This design comes from an exercise in tuning for small area, a short achievable clock period and few clock cycles per item on the open sky130 flow, not from production work.
For this run, only the layout was checked, not whether the RTL still works.
No activity file was given, so power comes from the tool's default toggle rates.

==> design/flow/design.v <==
module ccp_ao3 (
    input  wire s0, a0, s1, a1, s2, a2,
    output wire y
);
    assign y = (s0 & a0) | (s1 & a1) | (s2 & a2);
endmodule
module ccp_ao5 (
    input  wire s0, a0, s1, a1, s2, a2, s3, a3, s4, a4,
    output wire y
);
    assign y = (s0 & a0) | (s1 & a1) | (s2 & a2) | (s3 & a3) | (s4 & a4);
endmodule
module ccp_nor3 (
    input  wire a, b, c,
    output wire y
);
    assign y = ~(a | b | c);
endmodule
module ccp_and2 (
    input  wire a, b,
    output wire y
);
    assign y = a & b;
endmodule
module ccp_aoi3 (
    input  wire s0, a0, s1, a1, s2, a2,
    output wire y
);
    assign y = ~((s0 & a0) | (s1 & a1) | (s2 & a2));
endmodule
module ccp_nand3b (
    input  wire an, b, c,
    output wire y
);
    assign y = ~(~an & b & c);
endmodule
module ccp_link (
    input  wire        clk,
    input  wire        rst,         
    input  wire        op_valid,
    output wire        op_ready,
    input  wire [7:0]  op_sel,
    input  wire [7:0]  op_a,
    input  wire [7:0]  op_b,
    input  wire [63:0] op_d,
    input  wire [3:0]  op_len,
    input  wire        op_ext,
    output reg         rsp_valid,
    output reg  [2:0]  rsp_err,
    output reg  [63:0] rsp_data,
    output reg         rsp_reply,
    output reg         rsp_known,
    output reg  [3:0]  rsp_member
);
    function [7:0] code_of;
        input [3:0] m;
        begin
            case (m)
                4'd0: code_of = 8'h01;
                4'd1: code_of = 8'h02;
                4'd2: code_of = 8'h03;
                4'd3: code_of = 8'h04;
                4'd4: code_of = 8'h07;
                4'd5: code_of = 8'h0E;
                4'd6: code_of = 8'h10;
                4'd7: code_of = 8'h13;
                4'd8: code_of = 8'h21;
                4'd9: code_of = 8'h23;
                default: code_of = 8'h00;
            endcase
        end
    endfunction
    function [4:0] lookup_code;
        input [7:0] x;
        begin
            case (x)
                8'h01: lookup_code = {1'b1, 4'd0};
                8'h02: lookup_code = {1'b1, 4'd1};
                8'h03: lookup_code = {1'b1, 4'd2};
                8'h04: lookup_code = {1'b1, 4'd3};
                8'h07: lookup_code = {1'b1, 4'd4};
                8'h0E: lookup_code = {1'b1, 4'd5};
                8'h10: lookup_code = {1'b1, 4'd6};
                8'h13: lookup_code = {1'b1, 4'd7};
                8'h21: lookup_code = {1'b1, 4'd8};
                8'h23: lookup_code = {1'b1, 4'd9};
                default: lookup_code = {1'b0, 4'd0};
            endcase
        end
    endfunction
    function [4:0] lookup_status;
        input [7:0] x;
        begin
            case (x)
                8'h00: lookup_status = {1'b1, 4'd0};
                8'h10: lookup_status = {1'b1, 4'd1};
                8'h30: lookup_status = {1'b1, 4'd2};
                8'h31: lookup_status = {1'b1, 4'd3};
                8'h32: lookup_status = {1'b1, 4'd4};
                8'h33: lookup_status = {1'b1, 4'd5};
                8'h35: lookup_status = {1'b1, 4'd6};
                8'h36: lookup_status = {1'b1, 4'd7};
                8'h37: lookup_status = {1'b1, 4'd8};
                default: lookup_status = {1'b0, 4'd0};
            endcase
        end
    endfunction
    reg [15:0] crc0, crc1;
    assign op_ready = 1'b1;
    wire [7:0] d [0:7];
    genvar i, k;
    generate
        for (i = 0; i < 8; i = i + 1) begin : gd
            assign d[i] = op_d[63 - 8*i -: 8];
        end
    endgenerate
    wire hi0    = (op_sel[7:2] == 6'b000000);
    wire hi1    = (op_sel[7:2] == 6'b000100);
    wire s_seed = hi0 & (op_sel[1:0] == 2'd0);
    wire s_load = hi0 & (op_sel[1:0] == 2'd1);
    wire s_upd  = hi0 & (op_sel[1:0] == 2'd2);
    wire s_rd   = hi0 & (op_sel[1:0] == 2'd3);
    wire s_enc  = hi1 & (op_sel[1:0] == 2'd0);
    wire s_rep  = hi1 & (op_sel[1:0] == 2'd1);
    wire s_dec  = hi1 & (op_sel[1:0] == 2'd2);
    wire a_lane = (op_a[7:1] == 7'd0);                                         
    wire a_cmd  = (op_a[7:4] == 4'd0) & (~op_a[3] | ~(op_a[2] | op_a[1]));     
    wire len_e  = (op_len <= 4'd6);
    wire len_r  = (op_len <= 4'd5);
    wire len_8  = (op_len == 4'd8);
    wire [5:0] es;       
    wire [4:0] rs;       
    generate
        for (i = 0; i < 6; i = i + 1) begin : ges
            assign es[i] = s_enc & a_cmd & (op_len > i) & len_e;
        end
        for (i = 0; i < 5; i = i + 1) begin : grs
            assign rs[i] = s_rep & (op_len > i) & len_r;
        end
    endgenerate
    wire enc_ok  = s_enc & a_cmd & len_e;
    wire rep_ok  = s_rep & len_r;
    wire dec_a_n = ~(hi1 & op_sel[1]);
    wire dec_b_n = ~(len_8 & op_ext);
    wire rd0     = s_rd & a_lane & ~op_a[0];
    wire rd1     = s_rd & a_lane &  op_a[0];
    wire [8:0] dec;
    generate
        for (i = 0; i < 9; i = i + 1) begin : gdec
            ccp_nor3 u_dec (.a(dec_a_n), .b(op_sel[0]), .c(dec_b_n), .y(dec[i]));
        end
    endgenerate
    wire refused = ~(hi0 | (hi1 & (op_sel[1:0] != 2'd3)))
                 | ((s_load | s_rd) & ~a_lane)
                 | (s_enc & ~a_cmd);
    wire e_pay   = (s_enc & a_cmd & ~len_e) | (s_rep & ~len_r);
    wire e_msg   = s_dec & ~len_8;
    wire e_id    = s_dec & len_8 & ~op_ext;
    wire [2:0] n_err = {e_id, e_pay | e_msg, refused | e_msg};
    wire [7:0] code = code_of(op_a[3:0]);
    wire [63:0] n_data;
    generate
        for (k = 0; k < 8; k = k + 1) begin : gb
            ccp_ao3 u_b0 (.s0(enc_ok), .a0(code[k]), .s1(rep_ok), .a1(1'b1),    .s2(dec[0]), .a2(d[0][k]), .y(n_data[56+k]));
            ccp_ao3 u_b1 (.s0(enc_ok), .a0(op_b[k]), .s1(rep_ok), .a1(op_a[k]), .s2(dec[1]), .a2(d[1][k]), .y(n_data[48+k]));
            ccp_ao3 u_b2 (.s0(es[0]),  .a0(d[0][k]), .s1(rep_ok), .a1(op_b[k]), .s2(dec[2]), .a2(d[2][k]), .y(n_data[40+k]));
            ccp_ao3 u_b3 (.s0(es[1]),  .a0(d[1][k]), .s1(rs[0]),  .a1(d[0][k]), .s2(dec[3]), .a2(d[3][k]), .y(n_data[32+k]));
            ccp_ao3 u_b4 (.s0(es[2]),  .a0(d[2][k]), .s1(rs[1]),  .a1(d[1][k]), .s2(dec[4]), .a2(d[4][k]), .y(n_data[24+k]));
            ccp_ao3 u_b5 (.s0(es[3]),  .a0(d[3][k]), .s1(rs[2]),  .a1(d[2][k]), .s2(dec[5]), .a2(d[5][k]), .y(n_data[16+k]));
            ccp_ao5 u_b6 (.s0(es[4]),  .a0(d[4][k]), .s1(rs[3]),  .a1(d[3][k]), .s2(dec[6]), .a2(d[6][k]),
                          .s3(rd0), .a3(crc0[8+k]), .s4(rd1), .a4(crc1[8+k]), .y(n_data[8+k]));
            ccp_ao5 u_b7 (.s0(es[5]),  .a0(d[5][k]), .s1(rs[4]),  .a1(d[4][k]), .s2(dec[7]), .a2(d[7][k]),
                          .s3(rd0), .a3(crc0[k]),   .s4(rd1), .a4(crc1[k]),   .y(n_data[k]));
        end
    endgenerate
    wire       lk_reply = (d[0] == 8'hFF);
    wire [4:0] lk       = lk_reply ? lookup_status(d[1]) : lookup_code(d[0]);
    wire       lk_known = lk[4];
    wire [3:0] lk_member = lk[3:0];
    wire       n_reply, n_known;
    wire [3:0] n_member;
    ccp_and2 u_rp (.a(dec[8]), .b(lk_reply), .y(n_reply));
    ccp_and2 u_kn (.a(dec[8]), .b(lk_known), .y(n_known));
    generate
        for (i = 0; i < 4; i = i + 1) begin : gmb
            ccp_and2 u_mb (.a(dec[8]), .b(lk_member[i]), .y(n_member[i]));
        end
    endgenerate
    always @(posedge clk) begin
        rsp_valid  <= op_valid & ~rst;
        rsp_err    <= n_err;
        rsp_data   <= n_data;
        rsp_reply  <= n_reply;
        rsp_known  <= n_known;
        rsp_member <= n_member;
    end
    wire act = op_valid & ~rst & hi0;
    wire sd0_n = ~(act & s_seed & op_a[0]);
    wire sd1_n = ~(act & s_seed & op_a[1]);
    wire ld0   = act & s_load & a_lane & ~op_a[0];
    wire ld1   = act & s_load & a_lane &  op_a[0];
    wire up0   = act & s_upd & op_a[0];
    wire up1   = act & s_upd & op_a[1];
    wire hd0   = ~rst & sd0_n & ~ld0 & ~up0;
    wire hd1   = ~rst & sd1_n & ~ld1 & ~up1;
    function [15:0] crc_g;
        input [15:0] c;
        reg p6, p7;
        begin
            p6 = ^c[6:0];
            p7 = p6 ^ c[7];
            crc_g = {p7, p6, c[7:2] ^ c[6:1], c[0] ^ c[1] ^ c[15], c[0] ^ c[14], c[13:9], p7 ^ c[8]};
        end
    endfunction
    function [15:0] crc_h;
        input [7:0] b;
        reg p6, p7;
        begin
            p6 = ^b[6:0];
            p7 = p6 ^ b[7];
            crc_h = {p7, p6, b[7:2] ^ b[6:1], b[0] ^ b[1], b[0], 5'd0, p7};
        end
    endfunction
    wire [15:0] h   = crc_h(op_b);
    wire [15:0] st0 = crc_g(crc0) ^ h;
    wire [15:0] st1 = crc_g(crc1) ^ h;
    wire [15:0] y0, y1, n0, n1;
    generate
        for (i = 0; i < 16; i = i + 1) begin : gl
            ccp_aoi3   g_m0 (.s0(ld0), .a0(op_d[i]), .s1(up0), .a1(st0[i]), .s2(hd0), .a2(crc0[i]), .y(y0[i]));
            ccp_aoi3   g_m1 (.s0(ld1), .a0(op_d[i]), .s1(up1), .a1(st1[i]), .s2(hd1), .a2(crc1[i]), .y(y1[i]));
            ccp_nand3b g_n0 (.an(rst), .b(sd0_n), .c(y0[i]), .y(n0[i]));
            ccp_nand3b g_n1 (.an(rst), .b(sd1_n), .c(y1[i]), .y(n1[i]));
        end
    endgenerate
    always @(posedge clk) begin
        crc0 <= n0;
        crc1 <= n1;
    end
endmodule
==> design/flow/flow/run.sh <==
#!/bin/bash
# The standard layout (the standard.sh, the same ORFS make call) with two changes:
#  - the port buffers are the smallest plain buffer, sky130_fd_sc_hd__buf_1,
#    instead of the one buffer_ports picks itself;
#  - the slow 4-high stacks (or4/nor4 and their b/bb forms, a2111/o2111) and the
#    3-input xor cells are kept out of synthesis and repair (DONT_USE_CELLS is
#    extended, the platform's own list is still appended by the platform config).
# Each ORFS step writes its own log under orfs/logs/; make's output goes to standard.log.
set -e
slow=""
for c in or4 or4b or4bb nor4 nor4b nor4bb xor3 xnor3 a2111o a2111oi o2111a o2111ai; do
  for s in 0 1 2 4; do slow="$slow sky130_fd_sc_hd__${c}_$s"; done
done
cp config.mk flow_config.mk
echo "export DONT_USE_CELLS = $slow" >> flow_config.mk
sed "s#DESIGN_CONFIG=[^ ]*#DESIGN_CONFIG=$PWD/flow_config.mk#" standard.sh > flow_standard.sh
export BUFFER_PORTS_ARGS="-buffer_cell sky130_fd_sc_hd__buf_1"
bash flow_standard.sh > standard.log 2>&1
==> design/flow/standard.sh <==
#!/bin/bash
# synth_recipe.tcl (not shown) runs the flow's synth.tcl, then flattens the netlist and writes it again
# the make line also repeats each setting of config.mk as NAME=value (left out here)
make -C /OpenROAD-flow-scripts/flow DESIGN_CONFIG=/design/flow/config.mk WORK_HOME=/design/flow/orfs CLKGATE_MAP_FILE= SYNTH_SCRIPT=/design/flow/synth_recipe.tcl "${@:-finish}"
==> design/flow/config.mk <==
export PLATFORM = sky130hd
export DESIGN_NAME = ccp_link
export DESIGN_NICKNAME = ccp_link
export VERILOG_FILES = /design/flow/design.v
export SDC_FILE = /design/flow/constraint.sdc
export NUM_CORES = 4
export LEC_CHECK = 0
export CAP_MARGIN = 20
export CORE_MARGIN = 2
export CORE_UTILIZATION = 40
export SETUP_SLACK_MARGIN = 2.3
export SLEW_MARGIN = 20
export SYNTH_HIERARCHICAL = 1
export SYNTH_MINIMUM_KEEP_SIZE = 0
export TNS_END_PERCENT = 0
==> design/flow/constraint.sdc <==
create_clock -name core_clock -period 4.0 [get_ports {clk}]
set_input_delay 0.8000 -clock core_clock [delete_from_list [all_inputs] [get_ports {clk}]]
set_output_delay 0.8000 -clock core_clock [all_outputs]
set_load 0.01 [all_outputs]
==> results.txt <==
-- routing by layer --
| metal | wire length [um] | vias up | GRT usage, % |
|---|---|---|---|
| met2 | 9093 | 456 | 44.90 |
| met3 | 2592 | 80 | 6.076 |
| met4 | 978 | 0 | 16.63 |
| met1 | 8085 | 2689 | 39.69 |
| met5 | 0 | - | 0 |
| li1 | - | 2550 | - |
-- per-module statistics from Yosys (local to each module, per instance) --
module / cells / copies in the design / area [sq um] / flops+latches
ccp_and2: 1 / 6 / 6.256 / 0
ccp_ao3: 2 / 48 / 13.76 / 0
ccp_ao5: 3 / 16 / 21.27 / 0
ccp_aoi3: 1 / 32 / 10.01 / 0
ccp_link: 314 / 1 / 3440 / 106
ccp_nand3b: 1 / 32 / 7.507 / 0
ccp_nor3: 1 / 9 / 10.01 / 0
-- tightest hold or removal path: stages, from the launching register on --
cell	delay, ns
dfxtp_1	0.36
a222oi_1	0.08
nand2_1	0.06
-- power by group --
| part | switching, mW | total, mW | internal (mW) |
|---|---|---|---|
| Clock | 0.420 | 0.929 | 0.509 |
| Combinational | 0.280 | 0.493 | 0.212 |
| Sequential | 0.0273 | 1.11 | 1.08 |
-- synth_stat cells, types with 3 or more instances --
cell type | n | area share [%]
clkbuf_1 | 8 | 0.59
nor2_1 | 31 | 2.3
inv_1 | 58 | 4.2
nor2b_1 | 3 | 0.37
xnor2_1 | 32 | 5.5
nor3_2 | 9 | 1.8
a31oi_1 | 6 | 0.73
a222oi_1 | 96 | 19
and2_1 | 11 | 1.3
a22oi_1 | 16 | 2.3
o21ai_0 | 7 | 0.68
nand2_1 | 31 | 2.3
nand4_1 | 4 | 0.49
ha_1 | 3 | 0.73
xnor2_2 | 6 | 1.9
xor2_1 | 12 | 2.0
o22ai_1 | 5 | 0.61
dfxtp_1 | 106 | 41
or3_1 | 5 | 0.61
nand3_1 | 13 | 1.3
nand3b_1 | 33 | 4.8
a21oi_1 | 9 | 0.88
nor3_1 | 10 | 0.98
-- registers in the layout (all words and copies together) (netlist names) --
register and flops:
rsp_data 64, crc0 16, crc1 16, rsp_member 4
rsp_err 3, rsp_known 1, rsp_reply 1, rsp_valid 1
-- through the flow --
step | instances | utilization, % | worst slack (ns) | hold WS [ns] | area (sq um)
2_1_floorplan | 546 | - | 1.642 | 0.4623 | 5381
3_3_place_gp | 881 | 49.43 | 1.028 | 0.4899 | 6212
6_report | 930 | 56.68 | 1.599 | 0.5339 | 7123
3_5_place_dp | 881 | 49.43 | 0.9761 | 0.5081 | 6212
4_1_cts | 929 | 56.49 | 1.699 | 0.5238 | 7099
5_1_grt | 930 | 56.68 | 1.510 | 0.5636 | 7123
-- kinds of logic after synthesis --
kind of cell               after synthesis  share of synthesized area, %
muxes                                    1                        0.1952
and+or+nand+nor                        155                         16.83
adders and majority gates                3                        0.7320
DFF                                    106                         41.38
other                                    2                        0.1464
AOI/OAI and AO/OA                      151                         25.69
xor gates and xnor gates                52                         10.05
buffers and inverters                   67                         4.977
-- path summary, 6_finish.rpt --
check              startpoint                    to  cells after the start
min reg2reg  crc1[13]$_DFF_P_  rsp_data[13]$_DFF_P_                      2
max reg2reg   crc0[5]$_DFF_P_       crc0[0]$_DFF_P_                      8
max                   op_a[5]       crc0[9]$_DFF_P_                      9
min          crc1[13]$_DFF_P_  rsp_data[13]$_DFF_P_                      2
-- repair_timing --
action                     CTS  global route
resized for setup           50             3
setup endpoints to repair  103           108
pin swaps                   25            11
setup buffers               30             1
gates cloned                 2             0
-- area by class of cell --
class	instances	area, sq um
inverter	58	225.2
tap	172	215.2
timing repair inverter	1	7.507
fill	1176	5445
clock buffer	10	239.0
sequential	106	2122
timing repair buffer	203	1008
clock inverter	6	72.57
multi-input combinational	374	3233
-- layout by cell type, fill, tap and decap left out, types with 4 or more instances in the layout --
cell type,count
nand4_1,4
a222oi_1,96
nand3_1,9
xor2_2,5
buf_4,26
inv_1,56
nor3_4,11
clkbuf_16,9
nor2_2,4
buf_1,157
a21oi_1,7
nor2_1,16
xnor2_1,27
nor2_4,11
xor2_1,9
nand3b_1,33
clkinvlp_4,4
dfxtp_1,106
conb_1,11
a31oi_1,4
a22oi_1,16
or3_1,5
buf_2,10
xnor2_2,8
nor3_1,7
o21ai_0,7
and2_1,8
buf_12,7
nand2_1,29
==> results.toml <==
[sta]
slew_violations = 0
relSlewSlack_pct = 48.21
fmax_mhz = 416.6
fin_skew_ns = 0.007410
tightestPinTransition_ns = 0.7722
hold_viol = 0
finalSetupViolCount = 0
finalSetupTns_ns = 0
min_period_ns = 2.401
rsz0062_at_grt = "yes"
finalCritPeriodShare_pct = 60.02

[cts]
cts_buffers = 9
cts_max_level = 3
cts.sinks = 106
clk_pin_slew_ns = 0.07
clk_latency_ns = 0.36
hold_buffers = 0
cts_tree = "yes"
clock_path_buffers = 2
cts_root_buffer = "clkbuf_16"

[worst_setup_path]
critPathRequiredTime_ns = 4.23
crit_path_end_kind = "flop"
path_max_fanout = 8
slowest_delay_ns = 0.44
r2r_slack_ns = 1.81
slowest_stage = "a222oi_1"
cpLargestDelayFamily = "compound AO/OA/AOI/OAI gates"
cp_data_arrival_time_ns = 2.63
critPathMostFrequentCell = "nor2_2"
worst_setup_path_start_kind = "input port"
path_cells = "buf_1, nor2_2, nand2_1, nor2_2, nand4_1, o22ai_4, a31oi_4, a222oi_1, nand3b_1"
path_buf_inv = 1
path_class = "input port to flop"

[drt]
via_per_inst = 6.210
antenna_left = 0
dr.pass1.iters = 9
route.vias.total = 5775
drt-total-wl_um = 20750
drc = 0
drtIter0Drc = 1114
routedWlPerCell_um = 22.31

[power_and_ir_drop]
powerDensity_nw_per_um2 = 354.9
max-vdd-ir-drop_mv = 0.2038
total_power_mw = 2.528
power_leakage_nw = 2.942

[grt]
antenna_found_initial = 0
first_global_vias = 5376
grt_max_degree = 37
grt_usage_pct = 29.74
gr-total-overflow = 0
grt_pass1_wl_um = 30310

[cells_and_area]
syn_to_final_growth_pct = 38.89
n_antenna_cell = 0
final_nets = 852
drive_gt1_share_pct = 16.75

[yosys]
ys_warn_count = 7
synth_edf_count = 0
syn_inst = 537
syn_avg_cell_area_sq_um = 9.551
ys_ff_latch = 106
seq_area_frac_synth_pct = 41.38
synthFlopType = "dfxtp_1"
mappedNetlistArea_sq_um = 5129
synth.distinct_cells = 39
synthArstFlopShare_pct = 0

[placed_design]
gp_congestion = 0.9452
dpl.hpwl_um = 14360
io_buffers = 169

[flow_run]
cap_violations = 0

[die]
die_y_um = 117.2
core_area_sq_um = 12570
initial_core_util_pct = 40.81
design.portCount = 171
dieArea_sq_um = 13740
num_rows = 41
die_w_um = 117.2

[status]
outcome = "no timing/DRC/antenna violations"

[min_path]
hold_path_class = "flop to flop"

static timing again, ports no longer ideal:
The flow's constraints put no driver on any port. The routed layout listed below was extracted and timed again, unchanged, in two steps. Step 1 (the two cells are an assumption about what drives the block):
set clk [get_ports {clk}]
set_driving_cell -lib_cell sky130_fd_sc_hd__clkbuf_16 $clk
set_driving_cell -lib_cell sky130_fd_sc_hd__buf_2 [delete_from_list [all_inputs] $clk]
Step 2 also shifts input and output timing later by t, the mid clock arrival at the registers, as if the neighbouring blocks saw the same clock. Three values: ideal ports, drivers, drivers and shift; two values: the first two.
shift t [ns]: 0.396
setup slack, ns: 1.599 / 1.617 / 1.221
clock arrival spread, ns: 0.009 / 0.009
slew at the worst register clock pin (ns): 0.08 / 0.08
pins driven straight from the clock port: 1
After both steps setup and hold are still met in this run. For this run, drivers alone change the setup slack by +0.018 ns; drivers and shift together by -0.378 ns.
